This design comes from an exercise in tuning for a short achievable clock period and few clock cycles on the open sky130 flow, not from production work.
Only simulation tests tie the RTL to the original design; equivalence was not proved.

### run.sh
#!/bin/bash
# synth_recipe.tcl (not shown) runs the flow's synth.tcl, then flattens the netlist and writes it again
# the make line also repeats each setting of config.mk as NAME=value (left out here)
make -C /OpenROAD-flow-scripts/flow DESIGN_CONFIG=/design/flow/config.mk WORK_HOME=/design/flow/orfs CLKGATE_MAP_FILE= SYNTH_SCRIPT=/design/flow/synth_recipe.tcl finish
### config.mk
export PLATFORM = sky130hd
export DESIGN_NAME = xge
export DESIGN_NICKNAME = xge
export VERILOG_FILES = /design/flow/design.v
export SDC_FILE = /design/flow/constraint.sdc
export NUM_CORES = 4
export LEC_CHECK = 0
export CAP_MARGIN = 20
export CORE_MARGIN = 2
export CORE_UTILIZATION = 40
export SLEW_MARGIN = 20
### constraint.sdc
create_clock -name core_clock -period 11.0 [get_ports {clk}]
set_input_delay 2.2000 -clock core_clock [delete_from_list [all_inputs] [get_ports {clk}]]
set_output_delay 2.2000 -clock core_clock [all_outputs]
set_load 0.01 [all_outputs]
### design.v
module xge_rescale (
    input  wire        clk,
    input  wire        rst,
    input  wire        start,      
    input  wire        is_joy,     
    input  wire [31:0] v,
    input  wire [31:0] in_min,
    input  wire [31:0] in_max,
    output reg         done,       
    output reg  [15:0] result      
);
    localparam DW = 48;            
    wire signed [31:0] sv   = v;
    wire signed [31:0] smin = in_min;
    wire signed [31:0] smax = in_max;
    wire [15:0] out_min   = is_joy ? 16'h8000 : 16'h0000;
    wire [15:0] out_max   = is_joy ? 16'h7fff : 16'h00ff;
    wire [15:0] out_span  = is_joy ? 16'hffff : 16'h00ff;
    wire clamp_lo = (sv <= smin);
    wire clamp_hi = (sv >= smax);
    wire identity = is_joy ? (smin == -32768 && smax == 32767)
                           : (smin == 0 && smax == 255);
    wire [31:0]   diff     = v - in_min;           
    wire [31:0]   span     = in_max - in_min;      
    wire [DW-1:0] dividend = diff * out_span;
    reg           busy;
    reg  [5:0]    count;
    reg  [32:0]   rem;
    reg  [DW-1:0] quo;             
    reg  [31:0]   divisor;
    reg  [15:0]   base;
    wire [32:0]   rem_sh  = {rem[31:0], quo[DW-1]};
    wire          ge      = (rem_sh >= {1'b0, divisor});
    wire [32:0]   rem_sub = rem_sh - {1'b0, divisor};
    always @(posedge clk) begin
        if (rst) begin
            busy  <= 1'b0;
            done  <= 1'b0;
            count <= 6'd0;
        end else begin
            done <= 1'b0;
            if (start) begin
                if (clamp_lo) begin
                    result <= out_min;
                    done   <= 1'b1;
                end else if (clamp_hi) begin
                    result <= out_max;
                    done   <= 1'b1;
                end else if (identity) begin
                    result <= v[15:0];
                    done   <= 1'b1;
                end else begin
                    busy    <= 1'b1;
                    count   <= 6'd0;
                    rem     <= 33'd0;
                    quo     <= dividend;
                    divisor <= span;
                    base    <= out_min;
                end
            end else if (busy) begin
                rem   <= ge ? rem_sub : rem_sh;
                quo   <= {quo[DW-2:0], ge};
                count <= count + 6'd1;
                if (count == DW - 1) begin
                    busy   <= 1'b0;
                    done   <= 1'b1;
                    result <= base + {quo[14:0], ge};
                end
            end
        end
    end
endmodule
module xge (
    input  wire         clk,
    input  wire         rst,             
    input  wire         cmd_valid,
    output wire         cmd_ready,
    input  wire [95:0]  cmd,
    input  wire         tp_connected,    
    input  wire         rx_avail,        
    output reg          resp_valid,
    output reg  [31:0]  resp,
    output reg          tx_valid,
    input  wire         tx_ready,
    output wire [159:0] tx_data,         
    input  wire [31:0]  tx_status,       
    output reg          rx_req,
    input  wire         rx_ack,
    input  wire [3:0]   rx_len,          
    input  wire [63:0]  rx_data,         
    output reg          fb_valid,
    output reg  [7:0]   fb_tag
);
    localparam [7:0] TAG_OUT = 8'h00;
    localparam [7:0] LEN_OUT = 8'h14;
    localparam [7:0] OP_SETBTN    = 8'h01, OP_SETDPAD  = 8'h02, OP_SETDPAD4 = 8'h03,
                     OP_SETTRIG   = 8'h04, OP_SETJOY   = 8'h05, OP_SETJOYD  = 8'h06,
                     OP_SETJOYX   = 8'h07, OP_SETJOYY  = 8'h08, OP_SETJOYDIG= 8'h09,
                     OP_RELALL    = 8'h0A, OP_RESET    = 8'h0B, OP_SETRANGE = 8'h0C,
                     OP_SETAUTO   = 8'h0D, OP_SETCB    = 8'h0E, OP_SEND     = 8'h0F,
                     OP_RECV      = 8'h10, OP_RDRPT    = 8'h11, OP_RDFB     = 8'h12,
                     OP_RDSTAT    = 8'h13, OP_RDRANGE  = 8'h14;
    localparam [3:0] S_IDLE = 4'd0, S_EXEC = 4'd1, S_RSX = 4'd2, S_RSY = 4'd3,
                     S_APPLY = 4'd4, S_TX = 4'd5, S_RX = 4'd6, S_RESP = 4'd7;
    reg  [7:0]  rpt2, rpt3, trig_l, trig_r;
    reg  [15:0] jlx, jly, jrx, jry;
    reg  [31:0] rmin [0:3];
    reg  [31:0] rmax [0:3];
    reg  [2:0]  player;
    reg  [7:0]  rumble_l, rumble_s;
    reg  [3:0]  ledpat;
    reg         dirty, autosend, cb_en;
    reg  [3:0]  st;
    reg  [95:0] c;
    reg         conn_r, avail_r;
    reg  [15:0] xo, yo;          
    assign cmd_ready = (st == S_IDLE);
    assign tx_data = {48'd0, jry, jrx, jly, jlx, trig_r, trig_l, rpt3, rpt2, LEN_OUT, TAG_OUT};
    wire [7:0]  op   = c[31:24];
    wire [7:0]  ctrl = c[23:16];
    wire        p    = c[0];
    wire        f_up = c[0], f_dn = c[1], f_lt = c[2], f_rt = c[3], f_socd = c[4];
    wire [31:0] opa  = c[63:32];
    wire [31:0] opb  = c[95:64];
    reg        btn_ok, btn_byte;
    reg  [7:0] btn_mask;
    always @(*) begin
        btn_ok = 1'b1; btn_byte = 1'b0; btn_mask = 8'h00;
        case (ctrl)
            8'd0:  begin btn_byte = 1'b1; btn_mask = 8'h10; end
            8'd1:  begin btn_byte = 1'b1; btn_mask = 8'h20; end
            8'd2:  begin btn_byte = 1'b1; btn_mask = 8'h40; end
            8'd3:  begin btn_byte = 1'b1; btn_mask = 8'h80; end
            8'd4:  begin btn_byte = 1'b1; btn_mask = 8'h01; end
            8'd5:  begin btn_byte = 1'b1; btn_mask = 8'h02; end
            8'd6:  btn_mask = 8'h20;
            8'd7:  btn_mask = 8'h10;
            8'd8:  btn_mask = 8'h40;
            8'd9:  btn_mask = 8'h80;
            8'd10: begin btn_byte = 1'b1; btn_mask = 8'h04; end
            8'd11: btn_mask = 8'h01;
            8'd12: btn_mask = 8'h02;
            8'd13: btn_mask = 8'h04;
            8'd14: btn_mask = 8'h08;
            8'd17: btn_mask = 8'h40;
            8'd18: btn_mask = 8'h80;
            default: btn_ok = 1'b0;
        endcase
    end
    wire        is_trig = (ctrl == 8'd15) || (ctrl == 8'd16);
    wire        is_joy  = (ctrl == 8'd17) || (ctrl == 8'd18);
    wire        is_rng  = is_trig || is_joy;
    wire [1:0]  rk      = ctrl[1:0] + 2'd1;         
    wire [31:0] cur_min = rmin[rk];
    wire [31:0] cur_max = rmax[rk];
    wire        is_dpad = (ctrl >= 8'd11) && (ctrl <= 8'd14);
    wire [7:0]  btn_old  = btn_byte ? rpt3 : rpt2;
    wire        btn_cur  = (btn_old & btn_mask) != 8'h00;
    wire [7:0]  btn_new  = btn_old ^ btn_mask;
    wire        dc_up = f_up;
    wire        dc_dn = f_socd ? (f_dn & ~f_up) : f_dn;
    wire        dc_lt = f_socd ? (f_lt & ~f_rt) : f_lt;
    wire        dc_rt = f_socd ? (f_rt & ~f_lt) : f_rt;
    wire [7:0]  dpad4_new = {rpt2[7:4], dc_rt, dc_lt, dc_dn, dc_up};
    wire [15:0] dig_x = (f_lt == f_rt) ? 16'h0000 : (f_rt ? 16'h7fff : 16'h8000);
    wire [15:0] dig_y = (f_up == f_dn) ? 16'h0000 : (f_up ? 16'h7fff : 16'h8000);
    wire        jsel   = (ctrl == 8'd18);
    wire [15:0] cur_x  = jsel ? jrx : jlx;
    wire [15:0] cur_y  = jsel ? jry : jly;
    wire [7:0]  cur_tr = (ctrl == 8'd16) ? trig_r : trig_l;
    reg         rs_start;
    reg  [31:0] rs_v;
    wire        rs_done;
    wire [15:0] rs_result;
    xge_rescale u_rescale (
        .clk(clk), .rst(rst), .start(rs_start), .is_joy(is_joy),
        .v(rs_v), .in_min(cur_min), .in_max(cur_max),
        .done(rs_done), .result(rs_result)
    );
    wire        wr_x    = (op != OP_SETJOYY);
    wire        wr_y    = (op != OP_SETJOYX);
    wire        inv     = ((op == OP_SETJOYX) || (op == OP_SETJOYY)) && p;
    wire [15:0] new_x   = inv ? ~xo : xo;
    wire [15:0] new_y   = inv ? ~yo : yo;
    wire        chg_x   = wr_x && (new_x != cur_x);
    wire        chg_y   = wr_y && (new_y != cur_y);
    wire        chg_tr  = (rs_result[7:0] != cur_tr);
    reg  [7:0]  rd_byte;
    always @(*) begin
        case (c[4:0])
            5'd0:  rd_byte = TAG_OUT;
            5'd1:  rd_byte = LEN_OUT;
            5'd2:  rd_byte = rpt2;
            5'd3:  rd_byte = rpt3;
            5'd4:  rd_byte = trig_l;
            5'd5:  rd_byte = trig_r;
            5'd6:  rd_byte = jlx[7:0];
            5'd7:  rd_byte = jlx[15:8];
            5'd8:  rd_byte = jly[7:0];
            5'd9:  rd_byte = jly[15:8];
            5'd10: rd_byte = jrx[7:0];
            5'd11: rd_byte = jrx[15:8];
            5'd12: rd_byte = jry[7:0];
            5'd13: rd_byte = jry[15:8];
            default: rd_byte = 8'h00;
        endcase
    end
    wire [7:0]  rx0 = rx_data[7:0];
    wire [7:0]  rx2 = rx_data[23:16];    
    wire [7:0]  rx3 = rx_data[31:24];    
    wire [7:0]  rx4 = rx_data[39:32];    
    task reset_state;
        begin
            rpt2 <= 8'h00; rpt3 <= 8'h00; trig_l <= 8'h00; trig_r <= 8'h00;
            jlx <= 16'h0000; jly <= 16'h0000; jrx <= 16'h0000; jry <= 16'h0000;
            rmin[0] <= 32'd0;          rmax[0] <= 32'd255;
            rmin[1] <= 32'd0;          rmax[1] <= 32'd255;
            rmin[2] <= 32'hffff8000;   rmax[2] <= 32'd32767;
            rmin[3] <= 32'hffff8000;   rmax[3] <= 32'd32767;
            player <= 3'd0; rumble_l <= 8'h00; rumble_s <= 8'h00; ledpat <= 4'h0;
            dirty <= 1'b1; autosend <= 1'b1; cb_en <= 1'b0;
        end
    endtask
    always @(posedge clk) begin
        if (rst) begin
            reset_state;
            st         <= S_IDLE;
            resp_valid <= 1'b0;
            tx_valid   <= 1'b0;
            rx_req     <= 1'b0;
            fb_valid   <= 1'b0;
            rs_start   <= 1'b0;
        end else begin
            resp_valid <= 1'b0;
            fb_valid   <= 1'b0;
            rs_start   <= 1'b0;
            case (st)
            S_IDLE: begin
                if (cmd_valid) begin
                    c        <= cmd;
                    conn_r   <= tp_connected;
                    avail_r  <= rx_avail;
                    resp     <= 32'd0;
                    st       <= S_EXEC;
                end
            end
            S_EXEC: begin
                st <= S_RESP;
                case (op)
                OP_SETBTN, OP_SETDPAD: begin
                    if (op == OP_SETDPAD && !is_dpad) begin
                    end else if (btn_ok) begin
                        if (btn_cur != p) begin
                            if (btn_byte) rpt3 <= btn_new; else rpt2 <= btn_new;
                            dirty    <= 1'b1;
                            st       <= autosend ? S_TX : S_RESP;
                        end
                    end else if (is_trig) begin
                        rs_v     <= p ? cur_max : cur_min;
                        rs_start <= 1'b1;
                        st       <= S_RSX;
                    end
                end
                OP_SETDPAD4: begin
                    if (dpad4_new != rpt2) begin
                        rpt2  <= dpad4_new;
                        dirty <= 1'b1;
                        st    <= autosend ? S_TX : S_RESP;
                    end
                end
                OP_SETTRIG: begin
                    if (is_trig) begin
                        rs_v     <= opa;
                        rs_start <= 1'b1;
                        st       <= S_RSX;
                    end
                end
                OP_SETJOY, OP_SETJOYX: begin
                    if (is_joy) begin
                        rs_v     <= opa;
                        rs_start <= 1'b1;
                        st       <= S_RSX;
                    end
                end
                OP_SETJOYY: begin
                    if (is_joy) begin
                        rs_v     <= opa;
                        rs_start <= 1'b1;
                        st       <= S_RSY;
                    end
                end
                OP_SETJOYD: begin
                    if (is_joy) begin
                        xo <= opa[15:0];
                        yo <= opb[15:0];
                        st <= S_APPLY;
                    end
                end
                OP_SETJOYDIG: begin
                    if (is_joy) begin
                        xo <= dig_x;
                        yo <= dig_y;
                        st <= S_APPLY;
                    end
                end
                OP_RELALL: begin
                    rpt2 <= 8'h00; rpt3 <= 8'h00; trig_l <= 8'h00; trig_r <= 8'h00;
                    jlx <= 16'h0000; jly <= 16'h0000; jrx <= 16'h0000; jry <= 16'h0000;
                    dirty <= 1'b1;
                    st    <= autosend ? S_TX : S_RESP;
                end
                OP_RESET: begin
                    reset_state;
                end
                OP_SETRANGE: begin
                    if (is_rng && ($signed(opa) < $signed(opb))) begin
                        rmin[rk] <= opa;
                        rmax[rk] <= opb;
                    end
                end
                OP_SETAUTO: autosend <= p;
                OP_SETCB:   cb_en    <= p;
                OP_SEND: begin
                    if (dirty) st <= S_TX;
                end
                OP_RECV: begin
                    if (avail_r) st <= S_RX;
                end
                OP_RDRPT:   resp <= {24'd0, rd_byte};
                OP_RDFB: begin
                    case (c[1:0])
                        2'd0: resp <= {29'd0, player};
                        2'd1: resp <= {24'd0, rumble_l};
                        2'd2: resp <= {24'd0, rumble_s};
                        2'd3: resp <= {28'd0, ledpat};
                    endcase
                end
                OP_RDSTAT:  resp <= {28'd0, conn_r, cb_en, autosend, dirty};
                OP_RDRANGE: begin
                    if (is_rng) resp <= p ? cur_max : cur_min;
                end
                default: ;
                endcase
            end
            S_RSX: begin
                if (rs_done) begin
                    if (op == OP_SETJOY) begin
                        xo       <= rs_result;
                        rs_v     <= opb;
                        rs_start <= 1'b1;
                        st       <= S_RSY;
                    end else if (op == OP_SETJOYX) begin
                        xo <= rs_result;
                        st <= S_APPLY;
                    end else begin
                        st <= S_RESP;
                        if (chg_tr) begin
                            if (ctrl == 8'd16) trig_r <= rs_result[7:0];
                            else               trig_l <= rs_result[7:0];
                            dirty <= 1'b1;
                            st    <= autosend ? S_TX : S_RESP;
                        end
                    end
                end
            end
            S_RSY: begin
                if (rs_done) begin
                    yo <= rs_result;
                    st <= S_APPLY;
                end
            end
            S_APPLY: begin
                st <= S_RESP;
                if (chg_x) begin
                    if (jsel) jrx <= new_x; else jlx <= new_x;
                end
                if (chg_y) begin
                    if (jsel) jry <= new_y; else jly <= new_y;
                end
                if (chg_x || chg_y) begin
                    dirty <= 1'b1;
                    st    <= autosend ? S_TX : S_RESP;
                end
            end
            S_TX: begin
                tx_valid <= 1'b1;
                if (tx_valid && tx_ready) begin
                    tx_valid <= 1'b0;
                    if (!tx_status[31]) dirty <= 1'b0;
                    if (op == OP_SEND) resp <= tx_status;
                    st <= S_RESP;
                end
            end
            S_RX: begin
                rx_req <= 1'b1;
                if (rx_req && rx_ack) begin
                    rx_req <= 1'b0;
                    resp   <= {28'd0, rx_len};
                    if (rx_len >= 4'd3) begin
                        if (rx0 == 8'h00) begin
                            rumble_l <= rx3;
                            rumble_s <= rx4;
                        end else if (rx0 == 8'h01 && rx2 <= 8'h0D) begin
                            ledpat <= rx2[3:0];
                            if (rx2 <= 8'h01)      player <= 3'd0;
                            else if (rx2 <= 8'h05) player <= rx2[2:0] - 3'd1;
                            else if (rx2 <= 8'h09) player <= rx2[2:0] + 3'd3;   
                        end
                        if (cb_en) begin
                            fb_valid <= 1'b1;
                            fb_tag   <= rx0;
                        end
                    end
                    st <= S_RESP;
                end
            end
            S_RESP: begin
                resp_valid <= 1'b1;
                st         <= S_IDLE;
            end
            default: st <= S_IDLE;
            endcase
        end
    end
endmodule
==> results by group <==
Outcome
  • Status: complete, no violations

Die
  • I/O pins: 408
  • Die width: 368.2 um
  • Die Y-Extent: 368.2 um
  • Site row count: 133
  • Initial Util: 40.30%
  • Core ar.: 0.1316 mm2
  • Die area: 0.1356 mm2

Routing
  • Drc violations: 0
  • Final WL: 157400 um
  • Post-DRT Antenna Nets: 0
  • Pre-Repair DR Iteration Count: 5
  • Drt wl/cell: 21.89 um
  • Vias: 39150
  • Via density: 5.447
  • Initial DRC Count: 3806

Clocking
  • Post-CTS setup buffers: 0
  • CTS sink count: 724
  • CTS root buf: clkbuf_16
  • Clock Path Buffers: 3
  • TritonCTS clock tree: built
  • CTS Buf Count: 78
  • Clock-pin slew on the worst setup and hold paths: 0.06 ns
  • Max H-tree Level: 3
  • CTS Hold Bufs: 0
  • CTS resizes: 0
  • Clock Latency Late Sink: 0.65 ns

Layout
  • Final Util: 46.22%
  • Most common cell after layout, fill and taps aside: inv_1
  • Area Overhead vs Synth: 14.69%
  • Area of the multi-input gates: 0.02959 mm2
  • Seq. cell area: 0.02026 mm2
  • Finished Layout Cells: 7187
  • Final #Nets: 6221
  • Layout cells sized above 1: 7.293%
  • Most frequent cells in the layout: inv_1 (620), edfxtp_1 (576), nor2_1 (386)
  • Fillers: 12270

Yosys
  • Mux share of post-synthesis cell area: 7.106%
  • Yosys warns: 2
  • Synth cell types: 92
  • Post-Synth Simple-Gate Area: 12.91%
  • Post-synthesis xor/xnor area fraction: 3.566%
  • Post-Syn Area per Cell: 10.45 um2
  • Yosys top cell area share: 32.60%
  • Yosys reg bits: 724
  • Sequential-to-total area share from yosys stat: 38.19%
  • Synth Cell Area: 0.05305 mm2
  • Synth Flop Type: edfxtp_1
  • Main combinational cell family by area after synthesis: adder cells
  • Post-synthesis adder-cell area fraction: 20.19%
  • Top cells by area, synth: edfxtp_1 (33%), fa_1 (13%), ha_1 (7.5%)
  • Synth Area in Compound Gates: 11.26%
  • Yosys top cell by area: edfxtp_1
  • Ys async rst share: 0%
  • Syn Inst Count: 5076
  • Post-synth EDFFs: 576

STA
  • Setup Skew: 0.03383 ns
  • Max-slew violations: 0
  • Fmax: 0.09592 GHz
  • Final Cycle Share: 94.78%
  • Final setup viols: 0
  • RSZ-0062 raised after global routing: no
  • Relative max-transition margin: 23.04%
  • Fin Setup TNS: 0 ns
  • Worst-Margin Slew: 1.144 ns
  • Period minus WS final: 10.43 ns
  • Final Hold Viols: 0

Global route
  • Gr ovfl total: 0
  • Antenna violations before repair: 3
  • Vias in the first global route: 38540
  • Largest net degree at the start of global routing: 81
  • Gr usage total: 22.89%
  • First-pass GRT wire length: 237700 um

Placed design
  • Port bufs: 300
  • Placed Instances: 7040
  • Routability cong.: 0.9316
  • Dpl hpwl: 121800 um

Worst hold path
  • HP Class: reg -> reg

Worst setup path
  • Largest incremental delay on the critical path: 0.57 ns
  • Crit start category: register
  • Max Fanout on Critical Path: 16
  • Critical path class: reg -> reg
  • Crit path DAT: 10.81 ns
  • Critical-path top delay cell: fa_1
  • Data required time of the worst path: 11.38 ns
  • Crit. End Element: register

Job
  • Max_cap viols: 0
-- worst max-delay path: cells and delay by family, from the launching register on --
| kind | cells | cell delay, ns |
|---|---|---|
| xor gates and xnor gates | 2 | 0.30 |
| adders and majority gates | 9 | 4.10 |
| and+or+nand+nor | 5 | 0.99 |
| buffers and inverters | 9 | 1.13 |
| AOI/OAI and AO/OA | 10 | 2.54 |
| muxes | 2 | 0.69 |
| DFF | 1 | 0.39 |
-- path summary, 6_finish.rpt --
path	start	end	depth (start not counted)	slack, ns
setup / recovery	c[16]	u_rescale.quo[47]	37	0.57
hold / removal	rumble_l[2]	rumble_l[2]	2	0.45
setup reg to reg	c[16]	u_rescale.quo[47]	37	0.57
hold reg to reg	rumble_l[2]	rumble_l[2]	2	0.45
-- area by class of cell --
cell class              count  share of cell area, %
clock inverters            59                  1.076
inverters                 623                  3.848
repair buffers            399                  6.233
multi-input cells        3541                  48.64
well taps                1755                  3.609
clock buffers              84                  3.280
flip-flops and latches    724                  33.31
diodes                      2               0.008226
-- routing by layer --
metal | wire (um) | track usage, % | up-vias
li1 | - | - | 18140
met2 | 71100 | 35.63 | 1375
met5 | 12 | 0 | -
met3 | 10740 | 3.384 | 235
met1 | 70800 | 32.98 | 19390
met4 | 4701 | 6.782 | 2
-- cells in the mapped netlist (128+ instances only) --
cell and n:
inv_1 622, edfxtp_1 576, nor2_1 389, fa_1 334, nand2_1 332, ha_1 317, a21oi_1 281, mux2i_1 182
o21ai_0 178, and2_1 170, dfxtp_1 148, clkbuf_1 144, nand2b_1 128
-- state kept, by name, summed over array words and instances (netlist names), 32 cells and up, named ones only --
register	flops
rmax	128
rmin	128
c	85
u_rescale.quo	48
resp	32
rs_v	32
u_rescale.divisor	32
u_rescale.rem	32
-- logic make-up (layout without fill, tap and decap cells) --
family	after synthesis	in the layout
DFF	724	724
buffers and inverters	873	1165
xor gates and xnor gates	216	216
muxes	288	288
and+or+nand+nor	1398	1398
adders and majority gates	657	657
other	2	66
AOI/OAI and AO/OA	918	918
-- per-stage QoR --
step                setup slack (ns)  cell area [um2]  hold WS (ns)
floorplan                    0.09722            53290        0.4287
global placement              0.1506            58080        0.4394
detailed placement            0.1271            58090        0.4457
CTS                          0.09126            60740        0.4528
global route               0.0009912            60840        0.4722
finish                        0.5747            60840        0.4506
Testbench counts, summed over its fixed seeds: cycles 102,721.

[afterwards: timing with drivers on the ports]
No port has a modelled driver above. Below, the same layout with a new extraction and two added sets of constraints. Step 1 assumes that a clkbuf_16 drives the clock port and a buf_2 every other input. Step 2 adds t to the input delays and takes it off the output delays; t is the mean of the earliest and latest rising clock arrival at the registers after step 1. Input paths then give back, and output paths get back, about the clock's delay inside the block. Slacks: ideal / step 1 / step 2; pairs: ideal / step 1.
shift t [ns]: 0.715
slack for setup (ns): 0.575 / 0.575 / 0.575
pins driven straight from the clock port: 1
After both steps setup and hold are still met in this run. For this run, drivers alone change the setup slack by 0.000 ns; drivers and shift together by 0.000 ns.
